Background: an optimization exercise with open tools, aiming at small area and few clock cycles per item. Do not read the settings as production practice.
The RTL was checked by simulation tests, not by an equivalence proof against the original design.
No activity file was given, so power comes from the tool's default toggle rates.

==> flow/run.sh <==
#!/bin/bash
# synth_recipe.tcl (not shown) runs the flow's synth.tcl, then flattens the netlist and writes it again
# the make line also repeats each setting of config.mk as NAME=value (left out here)
make -C /OpenROAD-flow-scripts/flow DESIGN_CONFIG=/design/flow/config.mk WORK_HOME=/design/flow/orfs CLKGATE_MAP_FILE= SYNTH_SCRIPT=/design/flow/synth_recipe.tcl finish
==> flow/config.mk <==
export PLATFORM = sky130hd
export DESIGN_NAME = ir_encoder
export DESIGN_NICKNAME = ir_encoder
export VERILOG_FILES = /design/flow/design.v
export SDC_FILE = /design/flow/constraint.sdc
export NUM_CORES = 4
export LEC_CHECK = 0
export CAP_MARGIN = 20
export CORE_MARGIN = 2
export CORE_UTILIZATION = 40
export SLEW_MARGIN = 20
==> flow/constraint.sdc <==
create_clock -name core_clock -period 7.0 [get_ports {clk}]
set_input_delay 1.4000 -clock core_clock [delete_from_list [all_inputs] [get_ports {clk}]]
set_output_delay 1.4000 -clock core_clock [all_outputs]
set_load 0.01 [all_outputs]
==> flow/design.v <==
module ir_packer (
    input  wire [15:0] cmd_word,
    output reg  [2:0]  reject_code,    
    output reg  [7:0]  x0, x1, x2,     
    output reg  [7:0]  y0, y1, y2      
);
    localparam [2:0] E_TEMP_RANGE = 3'd1;
    localparam [2:0] E_BAD_MODE   = 3'd2;
    localparam [2:0] E_RESERVED   = 3'd3;
    localparam [7:0] A_ID     = 8'hB2;
    localparam [4:0] B_MARKER = 5'b11111;
    wire       power = cmd_word[15];
    wire [2:0] mode  = cmd_word[14:12];
    wire [1:0] speed = cmd_word[11:10];
    wire [1:0] rsvd  = cmd_word[9:8];
    wire [7:0] temp  = cmd_word[7:0];
    reg [2:0] speed_code;
    reg [3:0] mode_code;
    wire [7:0] toff = temp - 8'd17;
    wire [3:0] grey = toff[3:0] ^ (toff[3:0] >> 1);
    always @(*) begin
        case (speed)
            2'd0:    speed_code = 3'b101;   
            2'd1:    speed_code = 3'b100;   
            2'd2:    speed_code = 3'b010;   
            default: speed_code = 3'b001;   
        endcase
        case (mode)
            3'd0:    mode_code = 4'b1000;   
            3'd1:    mode_code = 4'b0000;   
            3'd2:    mode_code = 4'b0100;   
            3'd3:    mode_code = 4'b0100;   
            default: mode_code = 4'b1100;   
        endcase
        if (rsvd != 2'b00)
            reject_code = E_RESERVED;
        else if (mode >= 3'd5)
            reject_code = E_BAD_MODE;
        else if (temp < 8'd17 || temp > 8'd30)
            reject_code = E_TEMP_RANGE;
        else
            reject_code = 3'd0;
        if (power) begin
            x0 = A_ID;
            x1 = {speed_code, B_MARKER};
            x2 = {grey, mode_code};
            y0 = x0;
            y1 = x1;
            y2 = x2;
        end else begin
            x0 = 8'hB2;
            x1 = 8'h7B;
            x2 = 8'hE0;
            y0 = 8'hB2;
            y1 = 8'h00;
            y2 = 8'h00;
        end
    end
endmodule
module ir_sequencer (
    input  wire [7:0]  idx,
    input  wire [7:0]  x0, x1, x2,
    input  wire [7:0]  y0, y1, y2,
    output reg  [31:0] hreq_word
);
    localparam [15:0] T_LEAD = 16'd4400;
    localparam [15:0] T_MARK = 16'd540;
    localparam [15:0] T_ONE  = 16'd1620;
    localparam [15:0] T_ZERO = 16'd540;
    localparam [15:0] T_STOP = 16'd5220;
    wire [47:0] fx = {x0, ~x0, x1, ~x1, x2, ~x2};
    wire [47:0] fy = {y0, ~y0, y1, ~y1, y2, ~y2};
    wire        second = (idx >= 8'd100);
    wire [7:0]  r      = second ? idx - 8'd100 : idx;    
    wire [47:0] f      = second ? fy : fx;
    wire [7:0]  j      = (r - 8'd3) >> 1;                 
    wire        bit_j  = f[6'd47 - j[5:0]];
    wire        level  = ~idx[0];                         
    reg [15:0] dur;
    always @(*) begin
        if (r <= 8'd1)
            dur = T_LEAD;
        else if (!r[0])
            dur = T_MARK;
        else if (r == 8'd99)
            dur = T_STOP;
        else
            dur = bit_j ? T_ONE : T_ZERO;
        if (idx == 8'd198)
            hreq_word = 32'h4000_0000;             
        else
            hreq_word = {15'd0, level, dur};       
    end
endmodule
module ir_coalescer (
    input  wire        clk,
    input  wire        rst,
    input  wire        start,         
    input  wire        fault_in,      
    input  wire        hreq_valid,
    input  wire [31:0] hreq_word,
    output wire        hreq_ready,
    output wire        hreq_take,     
    output reg         raise_fault,
    output reg  [2:0]  raise_code,
    output reg         out_valid,
    output reg  [15:0] out_data,
    output reg         out_last,
    input  wire        out_ready
);
    localparam [2:0] E_OVERFLOW    = 3'd4;
    localparam [2:0] E_REUSE       = 3'd5;
    localparam [2:0] E_ILLEGAL_REQ = 3'd6;
    reg        level;
    reg [15:0] acc;
    reg        closed;
    wire        is_hold   = (hreq_word[31:17] == 15'd0);
    wire        is_finish = (hreq_word == 32'h4000_0000);
    wire        is_illegal = !is_hold && !is_finish;
    wire        req_level = hreq_word[16];
    wire [15:0] req_dur   = hreq_word[15:0];
    wire [16:0] sum       = {1'b0, acc} + {1'b0, req_dur};
    reg        will_emit;
    reg [15:0] emit_data;
    reg        emit_last;
    always @(*) begin
        raise_fault = 1'b0;
        raise_code  = 3'd0;
        will_emit   = 1'b0;
        emit_data   = acc;
        emit_last   = 1'b0;
        if (is_illegal) begin
            raise_fault = 1'b1;
            raise_code  = E_ILLEGAL_REQ;
        end else if (closed) begin
            raise_fault = 1'b1;
            raise_code  = E_REUSE;
        end else if (is_finish) begin
            will_emit = 1'b1;
            emit_last = 1'b1;
        end else if (req_dur != 16'd0) begin
            if (req_level == level) begin
                if (sum[16]) begin
                    raise_fault = 1'b1;
                    raise_code  = E_OVERFLOW;
                end
            end else begin
                will_emit = 1'b1;
            end
        end
    end
    assign hreq_ready = !fault_in && (!out_valid || !will_emit);
    assign hreq_take  = hreq_valid && hreq_ready;
    wire pop = out_valid && out_ready;
    always @(posedge clk) begin
        if (rst) begin
            level     <= 1'b1;
            acc       <= 16'd0;
            closed    <= 1'b0;
            out_valid <= 1'b0;
        end else begin
            if (pop)
                out_valid <= 1'b0;
            if (start) begin
                level  <= 1'b1;
                acc    <= 16'd0;
                closed <= 1'b0;
            end else if (hreq_take && !raise_fault) begin
                if (is_finish) begin
                    closed <= 1'b1;
                end else if (req_dur != 16'd0) begin
                    if (req_level == level) begin
                        acc <= sum[15:0];
                    end else begin
                        acc   <= req_dur;
                        level <= req_level;
                    end
                end
                if (will_emit)
                    out_valid <= 1'b1;
            end
        end
    end
    always @(posedge clk) begin
        if (!rst && !start && hreq_take && !raise_fault && will_emit) begin
            out_data <= emit_data;
            out_last <= emit_last;
        end
    end
endmodule
module ir_encoder (
    input  wire        clk,
    input  wire        rst,
    input  wire        cmd_valid,
    input  wire [15:0] cmd_word,
    output wire        cmd_ready,
    output wire        out_valid,
    output wire [15:0] out_data,
    output wire        out_last,
    input  wire        out_ready,
    output wire        busy,
    output wire        done,
    output wire [2:0]  phase,
    output wire [2:0]  err_code,
    output wire        fault
);
    localparam [2:0] PH_IDLE  = 3'd0;
    localparam [2:0] PH_PAYLD = 3'd1;
    localparam [2:0] PH_FR1   = 3'd2;
    localparam [2:0] PH_FR2   = 3'd3;
    localparam [2:0] PH_FIN   = 3'd4;
    reg  [2:0] sq_phase;
    reg  [7:0] sq_idx;
    reg        sq_power;
    reg  [7:0] pk_x0, pk_x1, pk_x2, pk_y0, pk_y1, pk_y2;
    reg  [2:0] err_q;
    reg        fault_q;
    wire [2:0] reject_code;
    wire [7:0] nx0, nx1, nx2, ny0, ny1, ny2;
    ir_packer u_packer (
        .cmd_word(cmd_word), .reject_code(reject_code),
        .x0(nx0), .x1(nx1), .x2(nx2), .y0(ny0), .y1(ny1), .y2(ny2)
    );
    wire idle_or_fin = (sq_phase == PH_IDLE) || (sq_phase == PH_FIN);
    wire running     = (sq_phase == PH_PAYLD) || (sq_phase == PH_FR1) ||
                       (sq_phase == PH_FR2);
    assign cmd_ready = !fault_q && !out_valid && idle_or_fin;
    wire accept      = cmd_valid && cmd_ready;
    wire start       = accept && (reject_code == 3'd0);
    wire [31:0] hreq_word;
    ir_sequencer u_seq (
        .idx(sq_idx),
        .x0(pk_x0), .x1(pk_x1), .x2(pk_x2),
        .y0(pk_y0), .y1(pk_y1), .y2(pk_y2),
        .hreq_word(hreq_word)
    );
    wire       hreq_ready, hreq_take, raise_fault;
    wire [2:0] raise_code;
    ir_coalescer u_co (
        .clk(clk), .rst(rst), .start(start), .fault_in(fault_q),
        .hreq_valid(running && !fault_q), .hreq_word(hreq_word),
        .hreq_ready(hreq_ready), .hreq_take(hreq_take),
        .raise_fault(raise_fault), .raise_code(raise_code),
        .out_valid(out_valid), .out_data(out_data), .out_last(out_last),
        .out_ready(out_ready)
    );
    wire       step     = hreq_take && !raise_fault;
    wire [7:0] idx_next = sq_idx + 8'd1;
    wire [2:0] phase_next = (idx_next <= 8'd99)  ? PH_PAYLD :
                            (idx_next <= 8'd197) ? PH_FR1   :
                            (idx_next == 8'd198) ? PH_FR2   : PH_FIN;
    always @(posedge clk) begin
        if (rst) begin
            sq_phase <= PH_IDLE;
            sq_idx   <= 8'd0;
            err_q    <= 3'd0;
            fault_q  <= 1'b0;
        end else if (accept) begin
            err_q <= reject_code;
            if (start) begin
                sq_idx   <= 8'd0;
                sq_phase <= PH_PAYLD;
            end else begin
                sq_phase <= PH_IDLE;
            end
        end else if (hreq_take && raise_fault) begin
            fault_q <= 1'b1;
            err_q   <= raise_code;
        end else if (step) begin
            sq_idx   <= idx_next;
            sq_phase <= phase_next;
        end
    end
    always @(posedge clk) begin
        if (!rst && start) begin
            sq_power <= cmd_word[15];
            pk_x0 <= nx0; pk_x1 <= nx1; pk_x2 <= nx2;
            pk_y0 <= ny0; pk_y1 <= ny1; pk_y2 <= ny2;
        end
    end
    assign busy     = !fault_q && (running || out_valid);
    assign done     = !fault_q && (sq_phase == PH_FIN) && !out_valid;
    assign phase    = sq_phase;
    assign err_code = err_q;
    assign fault    = fault_q;
endmodule
==> results.txt <==
* Critical path data required time at 7250 ps
* Post-CTS setup buffer count at 0
* Routed via count at 3,653
* Global-route wire length before repair at 16.4 mm
* FF+latch count, synth at 62
* CTS tree: done
* Worst reg2reg endpoint: u_co.acc[15]
* Area of the core region at 10,300 um^2
* Share of the yosys chip area belonging to registers at 36.3%
* Number of top-level pins at 48
* CTS Hold Buffers Added at 0
* Worst-case hold slack at 478 ps
* Fraction of final layout cells sized beyond drive strength 1 at 9.00%
* Height of the die at 107 um
* Reg2reg setup slack at 700 ps
* Vias in the first global route at 3,505
* Number of antenna violations at the first check in global routing at 0
* Setup TNS at 0 ps
* Starting density of the core at 41.2%
* Capturing element type of the critical path: flip-flop
* GRT Residual Overflow at 0
* Post-synth design cell area at 4250 um^2
* Highest achievable clock rate at 0.159 GHz
* Crit Path Class: flip-flop to flip-flop
* Clock net sink count at 62
* Worst hold endpoint: err_q[0]
* Clock insertion delay at the later pin of the skew report at 350 ps
* CTS-repair resized insts at 0
* Most frequent standard cell in the layout excluding fill and tap cells: nor2_1
* Final layout net count at 561
* Area growth, synth to finish at 18.7%
* Total power of the final layout at 0.952 mW
* Cell accounting for the most synthesized area: edfxtp_1
* Final routed wirelength across all metal layers at 9.67 mm
* Detailed route wirelength on metal2 at 4.50 mm
* Post-synth EDFFs at 30
* Crit path max fanout at 16
* RSZ-0062 raised after global routing: no
* Hold-critical path depth at 2
* Half-perimeter wire length after placement at 7.20 mm
* Cell area after layout at 5040 um^2
* Number of distinct standard cells referenced by the synthesized netlist at 75
* Ant diodes at 0
* Tightest Hold Check Type: flip-flop to flip-flop
* Total clock buffers created by CTS at 9
* DRC violations left at 0
* Clock skew after layout at 12.7 ps
* Worst EP arrival at 6540 ps
* Die footprint at 11,500 um^2
* Placement Cell Area at 4820 um^2
* Cell at the root of the clock tree: clkbuf_8
* Worst-case vdd ir drop at 0.131 mV
* Uppermost layer routed: met4
* Biggest area contributors in the synthesized netlist: edfxtp_1, dfxtp_1, ha_1
* Routed via count divided by cell count at 5.55
* Worst rel slew slack at 58.0%
* FF-to-FF Start: sq_idx[2]
* Largest net degree at the start of global routing at 19
* H-tree level count at 3
* Leakage Power at 1.90 nW
* Max cap viols at 0
* Sort of element at the start of the critical path: flip-flop
* Hold path startpoint: err_q[0]
* Worst-Margin Slew at 629 ps
* Placer congestion estimate at 0.850
* Final critical-path share of the clock period at 89.9%
* Clock transition at the registers of the reported paths at 90 ps
* M1 wire length at 4.62 mm
* Cell count after synthesis at 478
* Utilization after layout at 48.8%
* Total of endpoints with negative setup slack in the final report at 0
* Fraction of synthesis flops using an asynchronous set or reset pin at 0%
* Filler cell count at 995
* Yosys warnings at 4
* Wirelength per Cell at 14.7 um
* Endpoints failing hold at 0
* Mean instance size in the synthesized netlist at 8.89 um^2
* Most used cells in the layout excluding fill and tap cells: nor2_1, a21oi_1, clkdlybuf4s50_1
* Pins over their slew limit at 0
* Top cell type's share of synthesized area at 21.2%
* Die Width at 107 um
* 1st-iter DRT viols at 135
* Core Rows at 37
* Drt pass-1 iters at 5
* Final ANT Viol Nets at 0
* Run status: timing/DRC/antenna clean
* Reg2reg path depth at 20
* Overall Global Routing Usage at 17.7%
* Time the worst path needs with I/O delays and setup at 6300 ps
* Power density of the placed cells at 189 nW/um^2
* Routed met3 length at 399 um
* Dominant synthesized flop cell: dfxtp_1
* Count of input and output buffers at 45
* Number of buffers between clock root and the deepest sink at 2
-- cells in the mapped netlist, types with 8 or more instances --
cell / number
a21o_1: 11
a21oi_1: 46
a31oi_1: 8
and2_1: 10
clkbuf_1: 13
dfxtp_1: 32
edfxtp_1: 30
ha_1: 23
inv_1: 13
mux2i_1: 8
nand2_1: 39
nand3_1: 11
nor2_1: 50
nor2b_1: 8
nor3_1: 14
o21ai_0: 12
or3_1: 9
xnor2_1: 23
-- flip-flops by register name, summed over array words and instances (netlist names) --
name / cells
u_co.level: 1
pk_x1: 3
pk_y1: 3
pk_x2: 6
u_co.acc: 14
u_co.out_last: 1
fault_q: 1
u_co.out_data: 14
u_co.out_valid: 1
sq_idx: 8
u_co.closed: 1
sq_phase: 3
pk_y2: 3
err_q: 3
-- logic make-up after synthesis --
kind of cell	Yosys count	synth area share (%)
adders and majority gates	24	7.24
muxes	11	2.94
buffers and inverters	41	4.18
other	1	0.0883
DFF	62	36.3
xor gates and xnor gates	29	5.98
AOI/OAI and AO/OA	124	20.3
and+or+nand+nor	186	23.0
-- worst max-delay path by stage --
stage / to / cells after the start / from / slack (ps)
finish: u_co.acc[15] / 20 / sq_idx[2] / 700
global route: u_co.acc[15] / 20 / sq_idx[2] / 320
CTS: u_co.acc[15] / 20 / sq_idx[2] / 800
detailed placement: u_co.acc[15] / 20 / sq_idx[2] / 830
global placement: u_co.acc[15] / 20 / sq_idx[2] / 1020
floorplan: u_co.out_data[10] / 19 / sq_idx[2] / 430
-- power by group --
group | internal (mW) | switching (mW) | leakage [nW]
sequential | 0.393 | 0.0135 | 0.533
clock | 0.206 | 0.162 | 0.116
combinational | 0.0777 | 0.100 | 1.25
-- stage by stage --
step	setup WS, ps	std cells
2_1_floorplan	427	479
3_3_place_gp	1020	642
3_5_place_dp	834	642
4_1_cts	800	658
5_1_grt	316	658
6_report	704	658
-- layout make-up --
type                    count  area [um^2]  area share (%)
multi-input cells         376         2550            50.5
clock buffers               9          124            2.46
well taps                 136          170            3.37
clock inverters             7          101            2.01
repair buffers             51          495            9.83
flip-flops and latches     62         1540            30.6
inverters                  17         63.8            1.27
-- metal layers --
metal | vias up | track usage (%)
met5 | - | 0
met1 | 1726 | 23.8
met3 | 14 | 3.04
met4 | 0 | 6.49
met2 | 91 | 28.6
li1 | 1822 | -
-- worst max-delay path, stage by stage, from the launching register on --
cell and delay, ps:
dfxtp_1 710, inv_2 170, ha_1 280, nand2b_1 190, a21o_1 250, mux2i_1 240, o211ai_2 200, or3_1 400
and4_1 220, nor4_2 270, nor4_1 160, fa_1 450, a21o_1 190, a21oi_1 230, o21bai_1 120, a221o_1 410
a311oi_4 460, nand3_1 510, a311oi_1 470, xor2_1 110, and2_1 170
Testbench counts, summed over its fixed seeds: cycles 49,356, words 24,552.

-- what the ideal ports hide --
Ports are ideal in the flow. The routed layout listed here was re-timed in OpenROAD.
Step 1, drivers: a clkbuf_16 drives clk and a buf_2 each remaining input, both assumed.
Step 2 times the ports against the registers' clock, not the clock port: input delays grow and output delays shrink by t, the midpoint of the rising clock arrivals with the driver on.
Three values: ideal, step 1, step 2; two values: the first two.
t, ns: 0.374
slack for setup (ns): 0.704 / 0.704 / 0.704
hold WS [ns]: 0.478 / 0.478 / 0.478
worst setup path at the end: register to register
latest minus earliest clock arrival (ns): 0.012 / 0.013
After both steps this run still meets setup and hold. For this run, drivers alone change the setup slack by 0.000 ns; drivers and shift together by 0.000 ns.
